From an optimization exercise on the open Yosys and OpenROAD flow, aimed at small area and a short achievable clock period; shortcuts taken in it are not production practice.
At most, simulation tests tie the RTL to the original design; equivalence was not proved.
Power and IR drop assume default switching activity.

## xenon
## pwroff_engine
module pwroff_engine (
    input  wire        clk,
    input  wire        rst_n,         
    input  wire [31:0] base,
    input  wire [31:0] tick_rate,
    input  wire        trig_valid,
    input  wire [7:0]  trig_reason,
    output wire        ret_valid,
    output wire        ret_handled,
    input  wire        ret_ready,
    output wire        bus_valid,
    output wire        bus_write,
    output wire [31:0] bus_addr,
    output wire [7:0]  bus_wdata,
    input  wire        bus_ready,
    input  wire [7:0]  bus_rdata,
    output wire        slp_valid,
    output wire [6:0]  slp_units,
    input  wire        slp_ready,
    output wire        diag_valid,
    output wire [7:0]  diag_code,
    output wire [31:0] diag_data,
    input  wire        diag_ready,
    output wire [31:0] status
);
    localparam [3:0] S_IDLE         = 4'd0;
    localparam [3:0] S_CFG          = 4'd1;
    localparam [3:0] S_TX_POLL      = 4'd2;
    localparam [3:0] S_TX_WRITE     = 4'd3;
    localparam [3:0] S_RX_POLL      = 4'd4;
    localparam [3:0] S_RX_SLEEP     = 4'd5;
    localparam [3:0] S_RX_DATA      = 4'd6;
    localparam [3:0] S_DIAG_SHORT   = 4'd7;
    localparam [3:0] S_SETTLE_FLUSH = 4'd8;
    localparam [3:0] S_DIAG_CSUM    = 4'd9;
    localparam [3:0] S_DIAG_NAK     = 4'd10;
    localparam [3:0] S_POST_OK      = 4'd11;
    localparam [3:0] S_DIAG_EXH     = 4'd12;
    localparam [3:0] S_EXH_SLEEP    = 4'd13;
    localparam [3:0] S_RETURN       = 4'd14;
    localparam [3:0] S_DONE         = 4'd15;
    reg  [3:0]  st;
    reg         pend;        
    reg         hs;          
  ...
Size: roughly 780 cells after synthesis, about 97 flip-flops, ~210 I/O pins, roughly 0.0070 mm2 of cells after synthesis.
Settings: LEC_CHECK=0, CAP_MARGIN=20, CORE_MARGIN=2, CORE_UTILIZATION=40, SLEW_MARGIN=20; clock period 20.0 ns.
standard.sh (not shown) runs the stock make flow with config.mk's settings and CLKGATE_MAP_FILE= SYNTH_SCRIPT=/design/flow/synth_recipe.tcl, a recipe that flattens the netlist after the stock synthesis.
==> flow/flow/run.sh <==
#!/bin/bash
# The standard layout, with the synthesis buffers removed, small port
# buffers, and timing repair after CTS aiming well past the clock period.
set -euo pipefail
bash standard.sh \
  REMOVE_ABC_BUFFERS=1 \
  "BUFFER_PORTS_ARGS=-buffer_cell sky130_fd_sc_hd__buf_1" \
  SETUP_SLACK_MARGIN=15.5 \
  finish > standard.log 2>&1
Inputs modified between xenon and juniper:
--- a/flow/flow/run.sh
+++ b/flow/flow/run.sh
@@ -3 +3 @@
-# buffers, and timing repair after CTS aiming well past the clock period.
+# buffers and power recovery (downsizing gates off the critical paths).
@@ -8 +8 @@
-  SETUP_SLACK_MARGIN=15.5 \
+  RECOVER_POWER=100 \
[summary]
- The sole clean run among xenon and juniper is xenon.
- juniper: routing usage on met1 is 1.7 points lower than what xenon reported.
- Summary: setup slack, juniper worse than xenon
- xenon and juniper ended up with nearly the same clock skew.
- Wire: juniper routes less than xenon
- The final reports for juniper and xenon show critical path depth lower in the former.
- Register share of the cell area in juniper is 6.6 points higher than in xenon
- Sort xenon and juniper by total power asc -> top: juniper
- Slowest stage cell on the critical path: sky130_fd_sc_hd__clkbuf_1 -> juniper, sky130_fd_sc_hd__dfxtp_2 -> xenon
- Cmp xenon and juniper / logic gate share of total power / higher: xenon
Function was not checked in any run of this note: the RTL went through the layout flow alone.

## the baseline
pwroff_engine, a different RTL version from the one above (not shown whole).
Size: roughly 800 cells after synthesis, about 210 I/O pins, roughly 7100 µm² of cells after synthesis.
==> flow/design.v (excerpt) <==
module pwroff_engine (
    input  wire        clk,
    input  wire        rst_n,         
    input  wire [31:0] base,
    input  wire [31:0] tick_rate,
    input  wire        trig_valid,
    input  wire [7:0]  trig_reason,
    output wire        ret_valid,
    output wire        ret_handled,
    input  wire        ret_ready,
    output wire        bus_valid,
    output wire        bus_write,
    output wire [31:0] bus_addr,
    output wire [7:0]  bus_wdata,
    input  wire        bus_ready,
    input  wire [7:0]  bus_rdata,
    output wire        slp_valid,
    output wire [6:0]  slp_units,
    input  wire        slp_ready,
    output wire        diag_valid,
    output wire [7:0]  diag_code,
    output wire [31:0] diag_data,
    input  wire        diag_ready,
    output wire [31:0] status
);
==> flow/config.mk <==
export PLATFORM = sky130hd
export DESIGN_NAME = pwroff_engine
export DESIGN_NICKNAME = pwroff_engine
export VERILOG_FILES = /design/flow/design.v
export SDC_FILE = /design/flow/constraint.sdc
export NUM_CORES = 4
export LEC_CHECK = 0
export CAP_MARGIN = 20
export CORE_MARGIN = 2
export CORE_UTILIZATION = 40
export SLEW_MARGIN = 20
==> flow/constraint.sdc <==
create_clock -name core_clock -period 20.0 [get_ports {clk}]
set_input_delay 4.0000 -clock core_clock [delete_from_list [all_inputs] [get_ports {clk}]]
set_output_delay 4.0000 -clock core_clock [all_outputs]
set_load 0.01 [all_outputs]
==> flow/flow/run.sh <==
#!/bin/bash
# The standard layout, with the synthesis buffers removed, small port
# buffers, and timing repair after CTS aiming well past the clock period.
set -euo pipefail
bash standard.sh \
  REMOVE_ABC_BUFFERS=1 \
  "BUFFER_PORTS_ARGS=-buffer_cell sky130_fd_sc_hd__buf_1" \
  SETUP_SLACK_MARGIN=14.3 \
  finish > standard.log 2>&1
Changes in the candidate relative to the baseline:
==> flow/flow/run.sh <==
#!/bin/bash
# The standard layout (standard.sh) with:
#  - the standard synthesis script, its ABC step given an area script;
#  - the synthesis buffers removed at floorplan;
#  - small port buffers;
#  - timing repair after CTS aiming past the clock period (setup margin).
set -euo pipefail
W=$PWD
{ head -n 1 synth_recipe.tcl; cat flow/abc_override.tcl; tail -n +2 synth_recipe.tcl; } > synth_area.tcl
export AREA_ABC_SCRIPT=$W/flow/area.abc
bash standard.sh \
  SYNTH_SCRIPT=$W/synth_area.tcl \
  REMOVE_ABC_BUFFERS=1 \
  "BUFFER_PORTS_ARGS=-buffer_cell sky130_fd_sc_hd__buf_1" \
  SETUP_SLACK_MARGIN=14.5 \
  finish > standard.log 2>&1
==> flow/flow/abc_override.tcl (new file) <==
# Map the logic with an area-oriented ABC script (flow/area.abc) in place of
# the speed script; every other argument (liberty, dont_use cells, delay
# target) is kept. The flip-flops are mapped before ABC runs, so they are the
# standard synthesis's.
proc abc {args} {
  set i [lsearch -exact $args -script]
  if { $i >= 0 } {
    set args [lreplace $args $i [expr {$i + 1}] -script $::env(AREA_ABC_SCRIPT)]
  }
  yosys abc {*}$args
}
==> flow/flow/area.abc (new file) <==
&get -n
&st
&dch
&nf -R 1000
&put
--- outcome ---
Compared with the baseline, the candidate degrades worst setup slack. For the baseline, the category of the most critical setup path was register to primary output, unlike the candidate, where it was input port to register. Against the baseline, the candidate comes in 12 lower on multi-input gate count. From the baseline to the candidate the numbers moved as follows: areal power density over the cells saw a decrease; core utilization shows an increase of 3.7 points. Every stage of the flow completed for the candidate, and the final layout passed the timing, DRC and antenna checks.
No functional check of the RTL was part of any run of this note.

pwroff_engine, a different RTL version from the one above (not shown whole).
Size in the first run: ~700 cells after synthesis, about 210 I/O pins, ~6200 um2 of cells after synthesis.
Settings: LEC_CHECK=0, CAP_MARGIN=20, CORE_MARGIN=2, CORE_UTILIZATION=40, SLEW_MARGIN=20; clock period 20.0 ns.
==> flow/flow/run.sh <==
#!/bin/bash
# The standard layout (standard.sh) with:
#  - the standard synthesis script, its ABC step given an area script;
#  - the synthesis buffers removed at floorplan;
#  - small port buffers;
#  - timing repair after CTS aiming past the clock period (setup margin).
set -euo pipefail
W=$PWD
{ head -n 1 synth_recipe.tcl; cat flow/abc_override.tcl; tail -n +2 synth_recipe.tcl; } > synth_area.tcl
export AREA_ABC_SCRIPT=$W/flow/area.abc
bash standard.sh \
  SYNTH_SCRIPT=$W/synth_area.tcl \
  REMOVE_ABC_BUFFERS=1 \
  "BUFFER_PORTS_ARGS=-buffer_cell sky130_fd_sc_hd__buf_1" \
  SETUP_SLACK_MARGIN=14.8 \
  SKIP_REPAIR_TIE_FANOUT=1 \
  CTS_BUF_LIST=sky130_fd_sc_hd__clkbuf_8 \
  finish > standard.log 2>&1
==> flow/flow/abc_override.tcl <==
# Map the logic with an area-oriented ABC script (flow/area.abc) in place of
# the speed script; every other argument (liberty, dont_use cells, delay
# target) is kept. The flip-flops are mapped before ABC runs, so they are the
# standard synthesis's.
proc abc {args} {
  set i [lsearch -exact $args -script]
  if { $i >= 0 } {
    set args [lreplace $args $i [expr {$i + 1}] -script $::env(AREA_ABC_SCRIPT)]
  }
  yosys abc {*}$args
}
==> flow/flow/area.abc <==
&get -n
&st
&dch
&nf -R 1000
&put
The first run went through all stages and came out clean.
==> next run, changes <==
--- a/flow/flow/run.sh
+++ b/flow/flow/run.sh
@@ -15 +15,2 @@
-  SETUP_SLACK_MARGIN=14.8 \
+  SETUP_SLACK_MARGIN=14.6 \
+  MATCH_CELL_FOOTPRINT=0 \
@@ -16,0 +18 @@
+  GPL_TIMING_DRIVEN=1 \
Result: The changed run ran to the end with no violations; non-clock buffer count decreases by 12; clock power barely changes; cell area decreases by about 3%; routed wire length decreases by 1.8%; power decreases by 0.80%; first-iteration DRC count increases by 22%.
==> next run, changes <==
--- a/flow/flow/run.sh
+++ b/flow/flow/run.sh
@@ -18 +18 @@
-  GPL_TIMING_DRIVEN=1 \
+  CORE_UTILIZATION=65 \
Effect: The changed run passed the timing, DRC and antenna checks; synthesized area does not change; wire length goes up by a few percent; sequential cell count stays the same; design area goes down slightly; global-route usage goes up by 13 points; sequential power stays flat; setup slack is worse by 0.032 ns; final cell count goes down by a few percent.
==> next run, changes <==
--- a/flow/flow/run.sh
+++ b/flow/flow/run.sh
@@ -15 +15 @@
-  SETUP_SLACK_MARGIN=14.6 \
+  SETUP_SLACK_MARGIN=14.4 \
@@ -18 +17,0 @@
-  CORE_UTILIZATION=65 \
=>
- cell area hardly moves
- die area goes up by 60%
- clock power falls by about 3%
- routed wire length is lower by 3.4%
- count of clock-buffer cells in the layout rises by 1
- synthesized cell count does not change
- core utilization fell by 30 points
- power fell by about 1.6%
- global-route usage is lower by 13 points
- hold slack is about the same
- clock skew hardly moves
==> next run, changes <==
--- a/flow/flow/run.sh
+++ b/flow/flow/run.sh
@@ -15 +15 @@
-  SETUP_SLACK_MARGIN=14.4 \
+  SETUP_SLACK_MARGIN=14.7 \
Utilization rose by 0.94 points.
Routed wire length goes up by 1.0%.
Clock skew barely changes.
Combinational power is higher by 3.4%.
Final cell count came out higher by 0.67%.
Area after synthesis does not change.
Via count rose by 1.6%.
Total power grows by 0.37%.
Global-route usage increases by 0.18 points.
Clock-buffer cell count stays the same.
==> next run, changes <==
--- a/flow/flow/run.sh
+++ b/flow/flow/run.sh
@@ -15,3 +15 @@
-  SETUP_SLACK_MARGIN=14.7 \
-  MATCH_CELL_FOOTPRINT=0 \
-  SKIP_REPAIR_TIE_FANOUT=1 \
+  SETUP_SLACK_MARGIN=14.5 \
The new run produced a clean layout; routed wire length barely changes; critical path depth falls by 5; fmax falls by 0.99%; via count falls by 1.4%; power rises by about 1.8%; setup slack degrades by 0.053 ns; hold slack degrades by 0.0075 ns; core utilization falls by 0.12 points; count of clock-buffer cells in the layout falls by 1; global-route usage falls by 0.17 points.

-- afterwards: timing with drivers on the ports --
The results above use ideal ports. As a check the final layouts listed here were re-extracted and re-timed, cells and wires unchanged.
Step 1 sets driving cells, clkbuf_16 on the clock port and buf_2 on the other inputs (assumed; they add their load-dependent delay and slew).
Step 2, shift: input delay + t, output delay - t, t = (earliest + latest rising clock arrival at the registers) / 2. This alone moves slack from input paths to output paths.
Three values: ideal, step 1, step 2; two values: the first two.
run	shift t [ns]	setup slack, ns	worst hold slack (ns)	latest minus earliest clock arrival (ns)	slew at the worst register clock pin (ns)
xenon	0.408	14.447 / 14.402 / 14.151	0.488 / 0.488 / 0.488	0.011 / 0.011	0.08 / 0.08
juniper	0.406	12.789 / 12.744 / 12.866	0.481 / 0.481 / 0.481	0.010 / 0.011	0.08 / 0.08
the baseline	0.404	14.402 / 14.355 / 14.097	0.479 / 0.479 / 0.479	0.012 / 0.012	0.08 / 0.08
the candidate	0.397	13.817 / 13.820 / 13.423	0.443 / 0.443 / 0.443	0.007 / 0.007	0.07 / 0.07
the first run of note 3	0.428	14.674 / 14.687 / 14.258	0.453 / 0.453 / 0.453	0.010 / 0.011	0.11 / 0.11
the second run of note 3	0.426	14.629 / 14.591 / 14.240	0.454 / 0.454 / 0.454	0.012 / 0.013	0.12 / 0.12
the third run of note 3	0.411	14.596 / 14.608 / 14.197	0.450 / 0.450 / 0.450	0.010 / 0.009	0.11 / 0.11
the fourth run of note 3	0.428	14.477 / 14.438 / 14.144	0.453 / 0.453 / 0.453	0.010 / 0.010	0.11 / 0.11
the fifth run of note 3	0.428	14.659 / 14.674 / 14.246	0.453 / 0.453 / 0.453	0.012 / 0.012	0.11 / 0.11
the sixth run of note 3	0.429	14.605 / 14.568 / 14.191	0.446 / 0.446 / 0.446	0.016 / 0.015	0.12 / 0.12
For the first run of note 3, which loses most, drivers alone change the setup slack by +0.013 ns; drivers and shift together by -0.416 ns.
